What follows belongs to an exercise in optimizing a design on an open flow for small area, a short achievable clock period and few clock cycles per item; a production flow would make more cautious choices. The RTL was checked by simulation tests, not by an equivalence proof against the original design. Power and IR drop assume default switching activity.

==> design/flow/design.v <==
module keccak_round (
    input  wire [1599:0] s_in,
    input  wire [4:0]    round,
    output wire [1599:0] s_out
);
    function automatic integer rot_of(input integer i);
        case (i)
            0: rot_of = 0;   1: rot_of = 1;   2: rot_of = 62;  3: rot_of = 28;  4: rot_of = 27;
            5: rot_of = 36;  6: rot_of = 44;  7: rot_of = 6;   8: rot_of = 55;  9: rot_of = 20;
            10: rot_of = 3;  11: rot_of = 10; 12: rot_of = 43; 13: rot_of = 25; 14: rot_of = 39;
            15: rot_of = 41; 16: rot_of = 45; 17: rot_of = 15; 18: rot_of = 21; 19: rot_of = 8;
            20: rot_of = 18; 21: rot_of = 2;  22: rot_of = 61; 23: rot_of = 56; 24: rot_of = 14;
            default: rot_of = 0;
        endcase
    endfunction
    localparam [31:0] RC_0  = 32'h0050F4F1;
    localparam [31:0] RC_1  = 32'h000DB916;
    localparam [31:0] RC_3  = 32'h008C7F94;
    localparam [31:0] RC_7  = 32'h00327356;
    localparam [31:0] RC_15 = 32'h00B5D4DE;
    localparam [31:0] RC_31 = 32'h00D81C68;
    localparam [31:0] RC_63 = 32'h00BBE0CC;
    wire [63:0] rc;
    assign rc[0]     = RC_0[round];
    assign rc[1]     = RC_1[round];
    assign rc[2]     = 1'b0;
    assign rc[3]     = RC_3[round];
    assign rc[6:4]   = 3'd0;
    assign rc[7]     = RC_7[round];
    assign rc[14:8]  = 7'd0;
    assign rc[15]    = RC_15[round];
    assign rc[30:16] = 15'd0;
    assign rc[31]    = RC_31[round];
    assign rc[62:32] = 31'd0;
    assign rc[63]    = RC_63[round];
    wire [63:0] a [0:24];
    wire [63:0] c [0:4];
    wire [63:0] d [0:4];
    wire [63:0] t [0:24];    
    wire [63:0] b [0:24];    
    wire [63:0] x [0:24];    
    genvar i;
    generate
        for (i = 0; i < 25; i = i + 1) begin : g_unpack
            assign a[i] = s_in[64*i +: 64];
        end
        for (i = 0; i < 5; i = i + 1) begin : g_col
            assign c[i] = a[i] ^ a[i+5] ^ a[i+10] ^ a[i+15] ^ a[i+20];
        end
        for (i = 0; i < 5; i = i + 1) begin : g_d
            assign d[i] = c[(i+4)%5] ^ {c[(i+1)%5][62:0], c[(i+1)%5][63]};
        end
        for (i = 0; i < 25; i = i + 1) begin : g_theta
            assign t[i] = a[i] ^ d[i%5];
        end
        for (i = 0; i < 25; i = i + 1) begin : g_rhopi
            if (rot_of(i) == 0) begin : g_norot
                assign b[(i/5) + 5*((2*(i%5) + 3*(i/5)) % 5)] = t[i];
            end else begin : g_rot
                assign b[(i/5) + 5*((2*(i%5) + 3*(i/5)) % 5)] =
                    {t[i][63-rot_of(i):0], t[i][63:64-rot_of(i)]};
            end
        end
        for (i = 0; i < 25; i = i + 1) begin : g_chi
            assign x[i] = b[i] ^ (~b[5*(i/5) + (i+1)%5] & b[5*(i/5) + (i+2)%5]);
        end
        for (i = 0; i < 25; i = i + 1) begin : g_pack
            if (i == 0) begin : g_iota
                assign s_out[63:0] = x[0] ^ rc;
            end else begin : g_lane
                assign s_out[64*i +: 64] = x[i];
            end
        end
    endgenerate
endmodule
module keccak_core (
    input  wire        clk,
    input  wire        rst,         
    input  wire        in_valid,
    output wire        in_ready,
    input  wire [63:0] in_data,
    output wire        out_valid,
    input  wire        out_ready,
    output wire [63:0] out_data
);
    localparam C_EMPTY = 2'd0;
    localparam C_RUN   = 2'd1;
    localparam C_DONE  = 2'd2;
    localparam C_DRAIN = 2'd3;
    reg  [1727:0] s;         
    reg  [1599:0] c;         
    reg  [63:0]   k;         
    reg           kv;
    reg  [26:0]   m_out;     
    reg  [26:0]   m_in;      
    reg  [1:0]    cst;
    reg  [4:0]    r;         
    reg  [4:0]    ofs;       
    reg           in_ready_r;
    reg           out_valid_r;
    wire [1599:0] c_next;
    keccak_round u_round (
        .s_in  (c),
        .round (r),
        .s_out (c_next)
    );
    assign in_ready  = in_ready_r;
    assign out_valid = out_valid_r;
    assign out_data  = s[63:0];
    wire in_fire    = in_valid && in_ready_r;
    wire out_fire   = out_ready && out_valid_r;
    wire in_full    = m_in[1];               
    wire in_few     = !m_in[24];             
    wire out_none   = !m_out[0];             
    wire out_one    = m_out[0] && !m_out[1];  
    wire s_out_free = out_none || (out_one && out_ready);
    wire give     = (cst == C_DONE) && s_out_free && (ofs == 5'd0) && (in_full || in_few);
    wire trickle  = (cst == C_DRAIN) && s_out_free && (ofs == r);
    wire load     = in_full && ((cst == C_EMPTY) || give);
    wire in_shift = in_fire && !in_full;
    wire top_load = load && (kv || in_fire);
    wire k_take   = in_fire && in_full && !load;
    genvar j;
    generate
        for (j = 0; j < 27; j = j + 1) begin : g_s
            wire shift_j = (out_fire && m_out[j]) || (in_shift && m_in[j]);
            if (j == 26) begin : g_top
                always @(posedge clk) begin
                    if (top_load)
                        s[64*j +: 64] <= kv ? k : in_data;
                    else if (in_shift)
                        s[64*j +: 64] <= in_data;
                end
            end else if (j == 25) begin : g_spare
                always @(posedge clk) begin
                    if (shift_j)
                        s[64*j +: 64] <= s[64*(j+1) +: 64];
                end
            end else if (j == 0) begin : g_head
                always @(posedge clk) begin
                    if (give || trickle)
                        s[64*j +: 64] <= c[64*j +: 64];
                    else if (shift_j)
                        s[64*j +: 64] <= s[64*(j+1) +: 64];
                end
            end else begin : g_res
                always @(posedge clk) begin
                    if (give)
                        s[64*j +: 64] <= c[64*j +: 64];
                    else if (shift_j)
                        s[64*j +: 64] <= s[64*(j+1) +: 64];
                end
            end
        end
    endgenerate
    always @(posedge clk) begin
        if (k_take)
            k <= in_data;
    end
    wire c_ld  = load;
    wire c_run = !load && (cst == C_RUN);
    wire c_rot = !load && (cst != C_RUN);
    always @(posedge clk) begin
        c <= ({1600{c_ld}}  & s[1727:128]) |
             ({1600{c_run}} & c_next) |
             ({1600{c_rot}} & {c[63:0], c[1599:64]});
    end
    wire [26:0] m_out_n = give    ? 27'h1FFFFFF :
                          trickle ? 27'h1 :
                          out_fire ? {1'b0, m_out[26:1]} : m_out;
    wire [26:0] m_in_n  = load     ? (top_load ? 27'h6000000 : 27'h4000000) :
                          in_shift ? {1'b1, m_in[26:1]} : m_in;
    wire        kv_n    = !load && (kv || k_take);
    always @(posedge clk) begin
        if (rst) begin
            m_out       <= 27'h0;
            m_in        <= 27'h4000000;
            kv          <= 1'b0;
            cst         <= C_EMPTY;
            r           <= 5'd0;
            ofs         <= 5'd0;
            in_ready_r  <= 1'b1;
            out_valid_r <= 1'b0;
        end else begin
            m_out       <= m_out_n;
            m_in        <= m_in_n;
            kv          <= kv_n;
            in_ready_r  <= m_in_n[1] ? !kv_n : ((m_out_n & m_in_n) == 27'h0);
            out_valid_r <= m_out_n[0];
            if (load || cst == C_RUN)
                ofs <= 5'd0;
            else
                ofs <= (ofs == 5'd24) ? 5'd0 : ofs + 5'd1;
            if (load) begin
                cst <= C_RUN;
                r   <= 5'd0;
            end else begin
                case (cst)
                    C_RUN: begin
                        r <= r + 5'd1;
                        if (r == 5'd23) cst <= C_DONE;
                    end
                    C_DONE: begin
                        if (give)
                            cst <= C_EMPTY;
                        else if (out_none && !in_full && !in_few) begin
                            cst <= C_DRAIN;
                            r   <= 5'd0;
                        end
                    end
                    C_DRAIN: if (trickle) begin
                        r <= r + 5'd1;
                        if (r == 5'd24) cst <= C_EMPTY;
                    end
                    default: ;
                endcase
            end
        end
    end
endmodule
==> design/flow/run.sh <==
#!/bin/bash
# synth_recipe.tcl (not shown) runs the flow's synth.tcl, then flattens the netlist and writes it again
# the make line also repeats each setting of config.mk as NAME=value (left out here)
make -C /OpenROAD-flow-scripts/flow DESIGN_CONFIG=/design/flow/config.mk WORK_HOME=/design/flow/orfs CLKGATE_MAP_FILE= SYNTH_SCRIPT=/design/flow/synth_recipe.tcl finish
==> design/flow/config.mk <==
export PLATFORM = sky130hd
export DESIGN_NAME = keccak_core
export DESIGN_NICKNAME = keccak_core
export VERILOG_FILES = /design/flow/design.v
export SDC_FILE = /design/flow/constraint.sdc
export NUM_CORES = 4
export LEC_CHECK = 0
export CAP_MARGIN = 0
export CORE_MARGIN = 2
export CORE_UTILIZATION = 40
export CTS_CLUSTER_DIAMETER = 60
export CTS_CLUSTER_SIZE = 20
export SETUP_SLACK_MARGIN = 2.0
export SLEW_MARGIN = 0
==> design/flow/constraint.sdc <==
create_clock -name core_clock -period 5.0 [get_ports {clk}]
set_input_delay 1.0000 -clock core_clock [delete_from_list [all_inputs] [get_ports {clk}]]
set_output_delay 1.0000 -clock core_clock [all_outputs]
set_load 0.01 [all_outputs]
==> flow_metrics.env, run 1 <==
export IMPL_fin_crit_sh_pct=64.8
export IMPL_clk_path_buf_depth=4
export IMPL_hold_class="flip-flop to flip-flop"
export IMPL_end_kind="flip-flop"
export IMPL_dr_pass1_iters=9
export IMPL_regArea_um2=87300
export IMPL_cts_htree_levels=5
export IMPL_grt_pass1_vias=143000
export IMPL_worstMarginPinSlew_ps=1240
export IMPL_grt_max_degree=159
export IMPL_layout_cells_most_common="nand2_1"
export IMPL_multiInputGateArea_um2=114000
export IMPL_synth_seq_cells=3460
export IMPL_ant_nets=0
export IMPL_path_clk_slew_ps=90
export IMPL_start_util_pct=40.2
export IMPL_relSlewSlack_pct=17.0
export IMPL_vias=164000
export IMPL_max_freq_ghz=0.308
export IMPL_coreArea_um2=460000
export IMPL_synth_nets=18900
export IMPL_gp_congestion=1.15
export IMPL_setup_viol_count_final=0
export IMPL_synthArstFlopShare_pct=0
export IMPL_final_max_slew_viol_count=0
export IMPL_grt_overflow=0
export IMPL_cts_inserted_buffers=396
export IMPL_rows=249
export IMPL_crit_required_ps=5970
export IMPL_ir_drop_mv=0.307
export IMPL_ys_flop_type="edfxtp_1"
export IMPL_power_density_nw_per_um2=259
export IMPL_synthCells=18800
export IMPL_dp_cells=25000
export IMPL_io_pin_count=134
export IMPL_crit_type="flip-flop to flip-flop"
export IMPL_die_w_um=684
export IMPL_clock_latency_ps=1110
export IMPL_grt_pass1_wl_um=1490000
export IMPL_io_buffers=133
export IMPL_cp_cell_sequence="xnor3_1 -> xnor2_2 -> xnor2_1 -> buf_4 -> xnor2_2 -> nand2_1 -> xor2_1 -> o21ai_0"
export IMPL_cp_top_family="XOR/XNOR gates"
export IMPL_critical_path_buf_inv_count=1
export IMPL_cp_max_fo=5
export IMPL_fin_nets=19900
export IMPL_dpl_hpwl_um=917000
export IMPL_crit_arrival_ps=4210
export IMPL_first_iter_violations=30400
export IMPL_drive_gt1_share_pct=20.0
export IMPL_route_detailed_wl_per_inst_um=44.9
export IMPL_p_leak_nw=111
export IMPL_cp_common_cell="xnor2_2"
export IMPL_syn_area_per_cell_um2=9.82
export IMPL_antenna_found_initial=124
export IMPL_dieArea_um2=468000
export IMPL_skew_ps=82.1
export IMPL_fin_cells=26500
export IMPL_grt_use_total_pct=48.6
export IMPL_synth_warnings=2
export IMPL_cts_tree="built"
export IMPL_status="no timing/DRC/antenna violations"
export IMPL_via_per_inst=6.21
export IMPL_final_cell_mix="nand2_1 (5273), edfxtp_1 (1792), dfxtp_1 (1631)"
export IMPL_die_h_um=684
export IMPL_synthDistinctLibCells=62
export IMPL_cap_viol_max_count=0
export IMPL_final_min_clock_period_ps=3240
export IMPL_worstSetupStartpointType="flip-flop"
export IMPL_cts_root_buf="clkbuf_16"
export IMPL_syn_area_um2=185000
export IMPL_cp_slowest_cell="xnor2_2"
export IMPL_hold_viol=0
export IMPL_fill_cells=40300
export IMPL_numClockSinks=3460
export IMPL_rsz0062_at_grt="true"
export IMPL_power_w=0.0625
export IMPL_synth_edf_count=1792
export IMPL_wl_um=1190000
export IMPL_area_delta_synth_final_pct=30.5
export IMPL_cpPeakStageDelay_ps=950
export IMPL_drc=0
export IMPL_ys_seq_area_share_pct=47.2
-- through the flow --
stage / hold WS, ps / TNS, ps / cell area, µm² / utilization, % / setup WS (ps)
after CTS: 448 / 0 / 233000 / 50.6 / 1630
after global routing: 476 / 0 / 241000 / 52.4 / 1740
after detailed placement: 461 / 0 / 203000 / 44.2 / 751
after global placement: 460 / 0 / 203000 / 44.2 / 784
final: 450 / 0 / 241000 / 52.5 / 1760
after floorplan: 427 / -5380 / 185000 / - / -84.0
-- registers in the layout, indices dropped and copies added, names as in the netlist --
signal      count
r               5
s            1728
in_ready_r      1
m_out          27
m_in           27
k              64
cst             2
kv              1
ofs             5
c            1600
-- worst min-delay path: cells and delay by family (launching register included) --
family,cells,cell delay (ps)
flops,1,350
compound gates,2,150
-- path summary, 6_finish.rpt --
check                           slack, ps   start      end  cells after the start
worst min-delay path                  450  s[613]   c[485]                      2
worst max register to register       1760   c[37]  c[1293]                      8
worst max-delay path                 1760   c[37]  c[1293]                      8
worst min register to register        450  s[613]   c[485]                      2
-- Yosys cell counts (3+ instances only) --
| cell | instances | area share, % |
|---|---|---|
| inv_1 | 11 | 0.022 |
| a31oi_1 | 9 | 0.030 |
| buf_4 | 64 | 0.26 |
| xor2_1 | 1139 | 5.4 |
| nor3_1 | 4 | 0.011 |
| a211oi_1 | 3 | 0.012 |
| a21oi_1 | 58 | 0.16 |
| a22oi_1 | 1599 | 6.5 |
| xor2_2 | 87 | 0.77 |
| dfxtp_1 | 1668 | 18 |
| buf_2 | 435 | 1.2 |
| o211ai_1 | 3 | 0.012 |
| nand2_1 | 5295 | 11 |
| nand2b_1 | 52 | 0.18 |
| o21ai_0 | 1419 | 3.8 |
| nor2_1 | 657 | 1.3 |
| xnor2_1 | 2822 | 13 |
| buf_1 | 18 | 0.037 |
| mux2i_1 | 29 | 0.16 |
| a21o_1 | 4 | 0.016 |
| o21a_1 | 4 | 0.016 |
| ha_1 | 8 | 0.054 |
| and3_1 | 9 | 0.030 |
| edfxtp_1 | 1792 | 29 |
| nand4_1 | 3 | 0.010 |
| mux2_2 | 130 | 0.79 |
| nor2b_1 | 322 | 1.1 |
| o22ai_1 | 11 | 0.037 |
| clkbuf_1 | 466 | 0.95 |
| xnor2_2 | 127 | 1.1 |
| o31ai_1 | 3 | 0.012 |
| o21ai_1 | 188 | 0.51 |
| or3_1 | 3 | 0.010 |
| a2bb2oi_1 | 3 | 0.014 |
| a221o_1 | 8 | 0.043 |
| nor4_1 | 4 | 0.014 |
| xnor3_1 | 320 | 3.9 |
| nand3_1 | 16 | 0.043 |
| or4_1 | 4 | 0.016 |
-- cells by family after synthesis --
group | after synthesis | share of synthesized area [%]
compound gates | 3333 | 11.3
xor+xnor | 4495 | 24.5
fa+ha+maj | 8 | 0.0541
buf+inv | 996 | 2.45
flops | 3460 | 47.2
mux | 160 | 0.961
simple gates | 6379 | 13.5
-- area by class of cell --
class	count	share of cell area, %
multi-input combinational	14400	47.0
sequential	3460	36.2
tap	6149	3.19
timing repair buffer	1543	7.62
antenna	170	0.176
clock inverter	306	1.52
clock buffer	440	4.30
inverter	11	0.0171
-- metal layers --
metal  global-route usage, %  share of wire [%]  routed length [µm]
met3                    24.8                 17              199000
met2                    61.5                 37              438000
met5                   0.316               0.11                1290
met4                    48.2                 12              148000
met1                    57.3                 34              402000
-- timing repair --
action	in CTS	in global routing
cloned	24	25
pin swaps	154	147
setup buffers	244	210
resized for setup	1225	562
endpoints found under the setup margin	3770	1676
hold buffers	0	0
-- power breakdown --
part           internal, W  switching, W  leakage [nW]
Clock               0.0170        0.0154          6.77
Sequential          0.0296      0.000119          29.6
Combinational     0.000121      0.000177          74.4
Testbench counts, summed over its fixed seeds: cycles 6,808, items 256.
==> inputs of run 2 (changes only) <==
--- a/design/flow/config.mk
+++ b/design/flow/config.mk
@@ -9,5 +9,6 @@
 export CORE_MARGIN = 2
-export CORE_UTILIZATION = 40
+export CORE_UTILIZATION = 48
 export CTS_CLUSTER_DIAMETER = 60
 export CTS_CLUSTER_SIZE = 20
+export PLACE_DENSITY = 0.65
 export SETUP_SLACK_MARGIN = 2.0
==> run 2 against run 1 <==
Against the previous run: synthesized cell count unchanged; first-iteration DRC count increased by 11%; clock power decreased by 8.3%; critical path type unchanged.
==> flow_metrics.env, run 2 <==
export IMPL_dp_cells=23900
export IMPL_numClockSinks=3460
export IMPL_dieArea_um2=390000
export IMPL_ant_nets=0
export IMPL_finish_utilization_pct=62.5
export IMPL_r2r_end="s[734]"
export IMPL_relSlewSlack_pct=12.0
export IMPL_cp_max_fo=155
export IMPL_worstMarginPinSlew_ps=1320
export IMPL_worstSetupStartpointType="flip-flop"
export IMPL_synthCells=18800
export IMPL_grt_overflow=0
export IMPL_clk_path_buf_depth=4
export IMPL_synth_nets=18900
export IMPL_final_min_clock_period_ps=3310
export IMPL_crit_arrival_ps=4090
export IMPL_rows=227
export IMPL_grt_pass1_vias=143000
export IMPL_whs_path_depth=0
export IMPL_cts_root_buf="clkbuf_16"
export IMPL_reg_top3="s x1728, c x1600, k x64"
export IMPL_rrSetupSlack_ps=1690
export IMPL_synth_edf_count=1792
export IMPL_coreArea_um2=383000
export IMPL_antenna_found_initial=142
export IMPL_end_kind="flip-flop"
export IMPL_drive_gt1_share_pct=19.8
export IMPL_ys_top_cells_by_area="edfxtp_1 (29%), dfxtp_1 (18%), xnor2_1 (13%)"
export IMPL_die_w_um=625
export IMPL_clock_latency_ps=1050
export IMPL_fin_nets=19800
export IMPL_regToRegStartpoint="ofs[0]"
export IMPL_final_cell_mix="nand2_1 (5285), edfxtp_1 (1792), dfxtp_1 (1628)"
export IMPL_hold_start="s[1700]"
export IMPL_max_freq_ghz=0.302
export IMPL_power_density_nw_per_um2=250
export IMPL_synthDistinctLibCells=62
export IMPL_layout_cells_most_common="nand2_1"
export IMPL_yosysTopAreaCellShare_pct=29.1
export IMPL_grt_pass1_wl_um=1470000
export IMPL_ys_seq_area_share_pct=47.2
export IMPL_power_w=0.0598
export IMPL_cts_inserted_buffers=357
export IMPL_syn_area_per_cell_um2=9.82
export IMPL_met3WireLength_um=211000
export IMPL_grt_max_degree=159
export IMPL_synth_seq_cells=3460
export IMPL_regMostFlops="s"
export IMPL_dr_pass1_iters=10
export IMPL_largest_reg_flops=1728
export IMPL_dpl_hpwl_um=915000
export IMPL_final_max_slew_viol_count=0
export IMPL_p_leak_nw=110
export IMPL_path_clk_slew_ps=80
export IMPL_ys_top_cells_by_count="nand2_1 (5295), xnor2_1 (2822), edfxtp_1 (1792)"
export IMPL_vias=168000
export IMPL_area_delta_synth_final_pct=29.4
export IMPL_wl_um=1190000
export IMPL_hold_class="flip-flop to flip-flop"
export IMPL_die_h_um=625
export IMPL_skew_ps=51.2
export IMPL_ir_drop_mv=0.316
export IMPL_hold_viol=0
export IMPL_wl_met2_um=435000
export IMPL_whs_ps=443
export IMPL_drc=0
export IMPL_rsz0062_at_grt="true"
export IMPL_hold_buffers=0
export IMPL_status="no timing/DRC/antenna violations"
export IMPL_io_buffers=133
export IMPL_cts_tree="built"
export IMPL_syn_area_um2=185000
export IMPL_synthArstFlopShare_pct=0
export IMPL_crit_type="flip-flop to flip-flop"
export IMPL_ys_flop_type="edfxtp_1"
export IMPL_via_per_inst=6.63
export IMPL_setup_viol_count_final=0
export IMPL_start_util_pct=48.3
export IMPL_first_iter_violations=33700
export IMPL_r2r_worst_path_cells=9
export IMPL_fin_cells=25300
export IMPL_io_pin_count=134
export IMPL_wirelength_met1_um=386000
export IMPL_yosysMostFrequentCell="nand2_1"
export IMPL_route_detailed_wl_per_inst_um=47.0
export IMPL_cap_viol_max_count=0
export IMPL_cts_htree_levels=5
export IMPL_synth_warnings=2
export IMPL_crit_required_ps=5780
export IMPL_gp_congestion=1.15
export IMPL_hold_end="s[1636]"
export IMPL_grt_use_total_pct=58.3
export IMPL_synth_largest_area_cell="edfxtp_1"
export IMPL_fin_crit_sh_pct=66.2
export IMPL_maxUsedRoutingLayer="met5"
[run 2: kinds of logic (layout without fill, tap and decap cells)]
group / Yosys count / in the layout / synth area share [%]
AO/OA/AOI/OAI: 3333 / 3333 / 11.3
buffers and inverters: 996 / 2240 / 2.45
other: 0 / 207 / 0
multiplexers: 160 / 160 / 0.961
XOR/XNOR: 4495 / 4495 / 24.5
AND/OR/NAND/NOR: 6379 / 6380 / 13.5
flip-flops: 3460 / 3460 / 47.2
adder cells (fa/ha/maj): 8 / 8 / 0.0541
[run 2: timing repair]
| action | 4_1_cts | 5_1_grt |
|---|---|---|
| pin swaps | 156 | 162 |
| resized for setup | 1292 | 605 |
| buffers inserted | 212 | 256 |
| gates cloned | 20 | 44 |
| endpoints found under the setup margin | 3830 | 1563 |
[run 2: report_power, final]
part	switching, W	total, W	internal (W)
Combinational	0.000186	0.000306	0.000121
Clock	0.0146	0.0298	0.0152
Sequential	0.0000921	0.0297	0.0296
[run 2: layer usage]
layer	vias up	track usage, %
li1	66000	-
met1	82900	67.4
met2	15600	72.8
met3	3356	31.7
met4	66	60.0
met5	-	2.33
[run 2: cell type report]
type | instances | area, µm²
tap | 5038 | 6300
sequential | 3460 | 87300
inverter | 11 | 43.8
antenna | 207 | 518
clock inverter | 263 | 3010
fill | 30300 | 144000
multi-input combinational | 14400 | 114000
clock buffer | 409 | 9530
timing repair buffer | 1557 | 18700
[run 2: per-stage QoR]
stage	TNS, ps	area [µm²]	worst slack, ps
after global routing	0	239000	1760
after CTS	0	230000	1740
after detailed placement	0	202000	594
after floorplan	-5380	185000	-84.0
final	0	239000	1690
after global placement	0	202000	643
[run 2: worst max path at each step]
stage | end | startpoint | slack (ps)
global placement | s[557] | out_ready | 640
global route | c[1352] | c[414] | 1760
finish | s[734] | ofs[0] | 1690
detailed placement | s[545] | out_ready | 590
CTS | c[571] | c[573] | 1740
floorplan | s[1000] | out_ready | -80
[run 2: critical path, cell delays in order, from the launching register on]
cell and delay [ps]:
dfxtp_4 350, inv_4 50, ha_4 110, or4b_4 510
a2111o_2 540, buf_4 200, buf_16 170, buf_12 210
nand2_1 330, nand2_1 100

[re-timing with driven ports]
The results above use ideal ports. As a check the final layouts listed here were re-extracted and re-timed, cells and wires unchanged. Step 1: set_driving_cell puts a clkbuf_16 on clk and a buf_2 on each other input, an assumption about the parent block. Step 2, shift: input delay + t, output delay - t, t = (earliest + latest rising clock arrival at the registers) / 2. This alone moves slack from input paths to output paths. Three values: ideal, step 1, step 2; two values: the first two.
run | shift t [ns] | setup WS [ns] | hold WS [ns] | clock arrival spread, ns | pins driven straight from the clock port
run 1 | 1.206 | 1.758 / 1.758 / 1.043 | 0.450 / 0.358 / 0.450 | 0.084 / 0.084 | 1
run 2 | 1.167 | 1.690 / 1.690 / 0.909 | 0.443 / 0.412 / 0.443 | 0.053 / 0.053 | 1
After both steps every run listed still meets setup and hold. The setup slack of run 2, which loses most, moves by 0.000 ns with the drivers and by -0.781 ns with both steps.
